From an optimization exercise on the open Yosys and OpenROAD flow, aimed at small area, a short achievable clock period and few clock cycles per item; shortcuts taken in it are not production practice.
Where RTL was checked, it was by simulation tests only, not by an equivalence proof against the original.
Power figures rest on the tool's default switching activity, not on a simulated workload.

// irlib2_codec
module irlib2_codec (
  input  wire        clk,
  input  wire        rst,
  input  wire        cmd_valid,
  input  wire [63:0] cmd_word,
  output wire        cmd_ready,
  input  wire [3:0]  rd_addr,
  output reg  [31:0] rd_data,
  input  wire        cap_we,
  input  wire [15:0] cap_idx,
  input  wire        cap_level,
  input  wire [15:0] cap_dur,
  output wire        tok_valid,
  output wire        tok_level,
  output wire [15:0] tok_dur,
  input  wire        tok_ready
);
Size: ~750 cells after synthesis, ~180 flip-flops.
clock: 10.0 ns
lec_check: 0
cap_margin: 20
core_margin: 2
core_utilization: 40
slew_margin: 20
synth_hierarchical: 1
standard.sh (not shown) runs the stock make flow with config.mk's settings and CLKGATE_MAP_FILE= SYNTH_SCRIPT=/design/flow/synth_recipe.tcl, a recipe that flattens the netlist after the stock synthesis.
==> flow/flow/run.sh <==
#!/bin/bash
# Standard ORFS flow (the standard.sh, standard synthesis unchanged) with
# different layout settings: smaller port buffers, a denser core and a larger
# setup margin for timing repair. Each tool's output stays in orfs/logs/.
set -euo pipefail
bash standard.sh \
  BUFFER_PORTS_ARGS="-buffer_cell sky130_fd_sc_hd__buf_1" \
  CORE_UTILIZATION=55 \
  SETUP_SLACK_MARGIN=5.0 \
  CTS_BUF_LIST=sky130_fd_sc_hd__clkbuf_8 \
  finish > standard.log 2>&1
The baseline completed with no timing, DRC or antenna violations.
==> next run, changes <==
--- a/flow/design.v
+++ b/flow/design.v
@@ -117,40 +117,43 @@
   wire [5:0]  m_slots  = n_field[5:0] - 6'd1;
   wire        m_le_f   = !n_big && (m_slots <= f_idx);
   wire        miss     = m_le_f && (m_slots != 6'd40);
   wire [1:0] err_nx   = hdr_fail ? 2'd1 :
                         miss     ? 2'd2 :
                         all_good ? 2'd0 : {1'b1, f_amb};
   wire [5:0] slots_nx = hdr_fail ? 6'd0 :
-                        m_le_f   ? m_slots : f_idx;
+                        m_le_f   ? m_slots : f_idx;    
   wire [39:0] frame_nx;
   generate
     for (j = 0; j < 40; j = j + 1) begin : g_frame
       assign frame_nx[39 - j] = c_e0[j + 1];
     end
   endgenerate
+  wire        ok_nx   = (err_nx == 2'd0);
+  wire [7:0]  res_lo  = ok_nx ? frame_nx[7:0] : {err_nx, slots_nx};
   reg        dec_done;
-  reg [1:0]  dec_err;      
-  reg [5:0]  dec_slots;    
-  reg [39:0] dec_frame;    
-  always @(posedge clk) begin
-    if (rst)
+  reg        dec_ok;
+  reg [39:0] dec_res;
+  always @(posedge clk) begin
+    if (rst) begin
       dec_done <= 1'b0;
-    else if (accept_dec)
+      dec_ok   <= 1'b0;
+    end else if (accept_dec) begin
       dec_done <= 1'b1;
-  end
-  always @(posedge clk) begin
-    if (accept_dec) begin
-      dec_err   <= err_nx;
-      dec_slots <= slots_nx;
-      dec_frame <= frame_nx;
-    end
-  end
-  wire       dec_ok  = dec_done && (dec_err == 2'd0);
-  wire [1:0] err_rd  = dec_done ? dec_err : 2'd0;
+      dec_ok   <= ok_nx;
+    end
+  end
+  always @(posedge clk) begin
+    if (accept_dec)
+      dec_res <= {frame_nx[39:8], res_lo};
+  end
+  wire        dec_fail  = dec_done && !dec_ok;
+  wire [1:0]  err_rd    = dec_fail ? dec_res[7:6] : 2'd0;
+  wire [5:0]  slots_rd  = dec_ok ? 6'd40 : dec_fail ? dec_res[5:0] : 6'd0;
+  wire [39:0] dec_frame = dec_res;
   wire       ckmm    = dec_ok && (dec_frame[3:0] != checksum(dec_frame[19:16], dec_frame[11:8]));
   reg [5:0]  enc_d;
   reg [39:0] enc_fr;
   reg        enc_tw;
   wire tw = (op == 4'h1);
   always @(posedge clk) begin
     if (!enc_busy) begin
@@ -196,15 +199,15 @@
   always @(*) begin
     case (rd_addr)
       4'h0:    rd_data = status;
       4'h1:    rd_data = dec_ok ? dec_frame[31:0] : 32'd0;
       4'h2:    rd_data = {24'd0, dec_ok ? dec_frame[39:32] : 8'd0};
       4'h3:    rd_data = {24'd0, 2'b00, dec_ok, 1'b0, dec_ok, 3'b000};
       4'h4:    rd_data = {31'd0, dec_ok};
-      4'h5:    rd_data = {26'd0, dec_done ? dec_slots : 6'd0};
+      4'h5:    rd_data = {26'd0, slots_rd};
       4'h6:    rd_data = {28'd0, ck_res};
       default: rd_data = 32'd0;
     endcase
   end
 endmodule
 module irlib2_ready (
   input  wire [63:16] cmd_hi,
The new run passed the timing, DRC and antenna checks.
Final cell count increases by 4.7%.
Area after synthesis increases by 2.3%.
First-iteration DRC count increases by about 45%.
Setup slack gains 0.13 ns.
Die area increases by about 2.2%.
Core utilization increases by 0.64 points.
Non-clock buffer count stays the same.
Via count increases by 8.2%.
Sequential share of layout area decreases by 3.0 points.
Wire length increases by 6.8%.
No run of this note included a check of the RTL's function; only the layout flow was run.

irlib2_codec, a different RTL version from the one above (not shown whole).
Size: about 790 cells after synthesis, about 160 I/O pins, about 9400 um^2 of cells after synthesis.
==> flow/config.mk <==
export PLATFORM = sky130hd
export DESIGN_NAME = irlib2_codec
export DESIGN_NICKNAME = irlib2_codec
export VERILOG_FILES = /design/flow/design.v
export SDC_FILE = /design/flow/constraint.sdc
export NUM_CORES = 4
export LEC_CHECK = 0
export CAP_MARGIN = 20
export CORE_MARGIN = 2
export CORE_UTILIZATION = 40
export SLEW_MARGIN = 20
export SYNTH_HIERARCHICAL = 1
==> flow/constraint.sdc <==
create_clock -name core_clock -period 10.0 [get_ports {clk}]
set_input_delay 2.0000 -clock core_clock [delete_from_list [all_inputs] [get_ports {clk}]]
set_output_delay 2.0000 -clock core_clock [all_outputs]
set_load 0.01 [all_outputs]
Scripts as last shown in full above: flow/flow/run.sh
Rerun with:
--- a/flow/design.v
+++ b/flow/design.v
@@ -117,40 +117,43 @@
   wire [5:0]  m_slots  = n_field[5:0] - 6'd1;
   wire        m_le_f   = !n_big && (m_slots <= f_idx);
   wire        miss     = m_le_f && (m_slots != 6'd40);
   wire [1:0] err_nx   = hdr_fail ? 2'd1 :
                         miss     ? 2'd2 :
                         all_good ? 2'd0 : {1'b1, f_amb};
   wire [5:0] slots_nx = hdr_fail ? 6'd0 :
-                        m_le_f   ? m_slots : f_idx;
+                        m_le_f   ? m_slots : f_idx;    
   wire [39:0] frame_nx;
   generate
     for (j = 0; j < 40; j = j + 1) begin : g_frame
       assign frame_nx[39 - j] = c_e0[j + 1];
     end
   endgenerate
+  wire        ok_nx   = (err_nx == 2'd0);
+  wire [7:0]  res_lo  = ok_nx ? frame_nx[7:0] : {err_nx, slots_nx};
   reg        dec_done;
-  reg [1:0]  dec_err;      
-  reg [5:0]  dec_slots;    
-  reg [39:0] dec_frame;    
-  always @(posedge clk) begin
-    if (rst)
+  reg        dec_ok;
+  reg [39:0] dec_res;
+  always @(posedge clk) begin
+    if (rst) begin
       dec_done <= 1'b0;
-    else if (accept_dec)
+      dec_ok   <= 1'b0;
+    end else if (accept_dec) begin
       dec_done <= 1'b1;
-  end
-  always @(posedge clk) begin
-    if (accept_dec) begin
-      dec_err   <= err_nx;
-      dec_slots <= slots_nx;
-      dec_frame <= frame_nx;
-    end
-  end
-  wire       dec_ok  = dec_done && (dec_err == 2'd0);
-  wire [1:0] err_rd  = dec_done ? dec_err : 2'd0;
+      dec_ok   <= ok_nx;
+    end
+  end
+  always @(posedge clk) begin
+    if (accept_dec)
+      dec_res <= {frame_nx[39:8], res_lo};
+  end
+  wire        dec_fail  = dec_done && !dec_ok;
+  wire [1:0]  err_rd    = dec_fail ? dec_res[7:6] : 2'd0;
+  wire [5:0]  slots_rd  = dec_ok ? 6'd40 : dec_fail ? dec_res[5:0] : 6'd0;
+  wire [39:0] dec_frame = dec_res;
   wire       ckmm    = dec_ok && (dec_frame[3:0] != checksum(dec_frame[19:16], dec_frame[11:8]));
   reg [5:0]  enc_d;
   reg [39:0] enc_fr;
   reg        enc_tw;
   wire tw = (op == 4'h1);
   always @(posedge clk) begin
     if (!enc_busy) begin
@@ -193,17 +196,16 @@
                      is_trl ? 16'd1000 :
                      slot_bit ? 16'd800 : 16'd400;
   wire [31:0] status = {24'd0, cmd_err, ckmm, err_rd, dec_ok, dec_done, 1'b0, enc_busy};
   irlib2_rdmux u_rdmux (
     .rd_addr  (rd_addr),
     .status   (status[7:0]),
     .dec_ok   (dec_ok),
-    .dec_done (dec_done),
     .dec_frame(dec_frame),
-    .dec_slots(dec_slots),
+    .slots_rd (slots_rd),
     .ck_res   (ck_res),
     .rd_data  (rd_data)
   );
 endmodule
 module irlib2_ready (
   input  wire [63:16] cmd_hi,
   input  wire         enc_busy,
@@ -215,26 +217,25 @@
   wire       is_enc   = hi_zero && ((op == 4'h2) || (op == 4'h1 && mid_zero));
   assign cmd_ready = !(is_enc && enc_busy);
 endmodule
 module irlib2_rdmux (
   input  wire [3:0]  rd_addr,
   input  wire [7:0]  status,
   input  wire        dec_ok,
-  input  wire        dec_done,
   input  wire [39:0] dec_frame,
-  input  wire [5:0]  dec_slots,
+  input  wire [5:0]  slots_rd,
   input  wire [3:0]  ck_res,
   output reg  [31:0] rd_data
 );
   always @(*) begin
     case (rd_addr)
       4'h0:    rd_data = {24'd0, status};
       4'h1:    rd_data = dec_ok ? dec_frame[31:0] : 32'd0;
       4'h2:    rd_data = {24'd0, dec_ok ? dec_frame[39:32] : 8'd0};
       4'h3:    rd_data = {24'd0, 2'b00, dec_ok, 1'b0, dec_ok, 3'b000};
       4'h4:    rd_data = {31'd0, dec_ok};
-      4'h5:    rd_data = {26'd0, dec_done ? dec_slots : 6'd0};
+      4'h5:    rd_data = {26'd0, slots_rd};
       4'h6:    rd_data = {28'd0, ck_res};
       default: rd_data = 32'd0;
     endcase
   end
 endmodule
- The changed run ran to the end with no violations
- routed wire length drops by 3.3%
- non-clock buffer count drops by 4
- die area drops by 1.1%
- final area drops by 2.0%
- critical path depth climbs by 1
- first-iteration DRC count climbs by 53%
- worst hold slack gets worse by 0.0072 ns
- final cell count climbs by about 1.3%
- fmax climbs by 0.94%
- worst setup slack gets better by 0.047 ns
- core utilization drops by 0.83 points
- total power climbs by about 2.5%
Testbench counts after the change, summed over its fixed seeds: cycles 15,389, frames 410.
Only the layout flow was run in the first run of this note; the RTL was not checked for function there.

-- static timing again, ports no longer ideal --
The flow's constraints put no driver on any port. The routed layouts listed below were extracted and timed again, unchanged, in two steps.
Step 1, drivers: a clkbuf_16 drives clk and a buf_2 each remaining input, both assumed.
Step 2 moves the port delays by t, midway between the first and last clock arrival at a register: inputs arrive t later, outputs are due t later. That takes back most of the time a late clock gives input paths.
Three values: ideal ports, drivers, drivers and shift; two values: the first two.
run | t (ns) | slack for setup (ns) | worst setup path at the end
the first run of note 1 | 0.492 | 4.805 / 4.762 / 4.762 | input to output
the second run of note 1 | 0.506 | 4.934 / 4.907 / 4.734 | input to register
the first run of note 2 | 0.496 | 4.942 / 4.843 / 4.843 | input to output
the second run of note 2 | 0.492 | 4.989 / 4.961 / 4.764 | input to register
After both steps setup and hold are still met in every run listed. The setup slack of the second run of note 2, which loses most, moves by -0.028 ns with the drivers and by -0.225 ns with both steps.
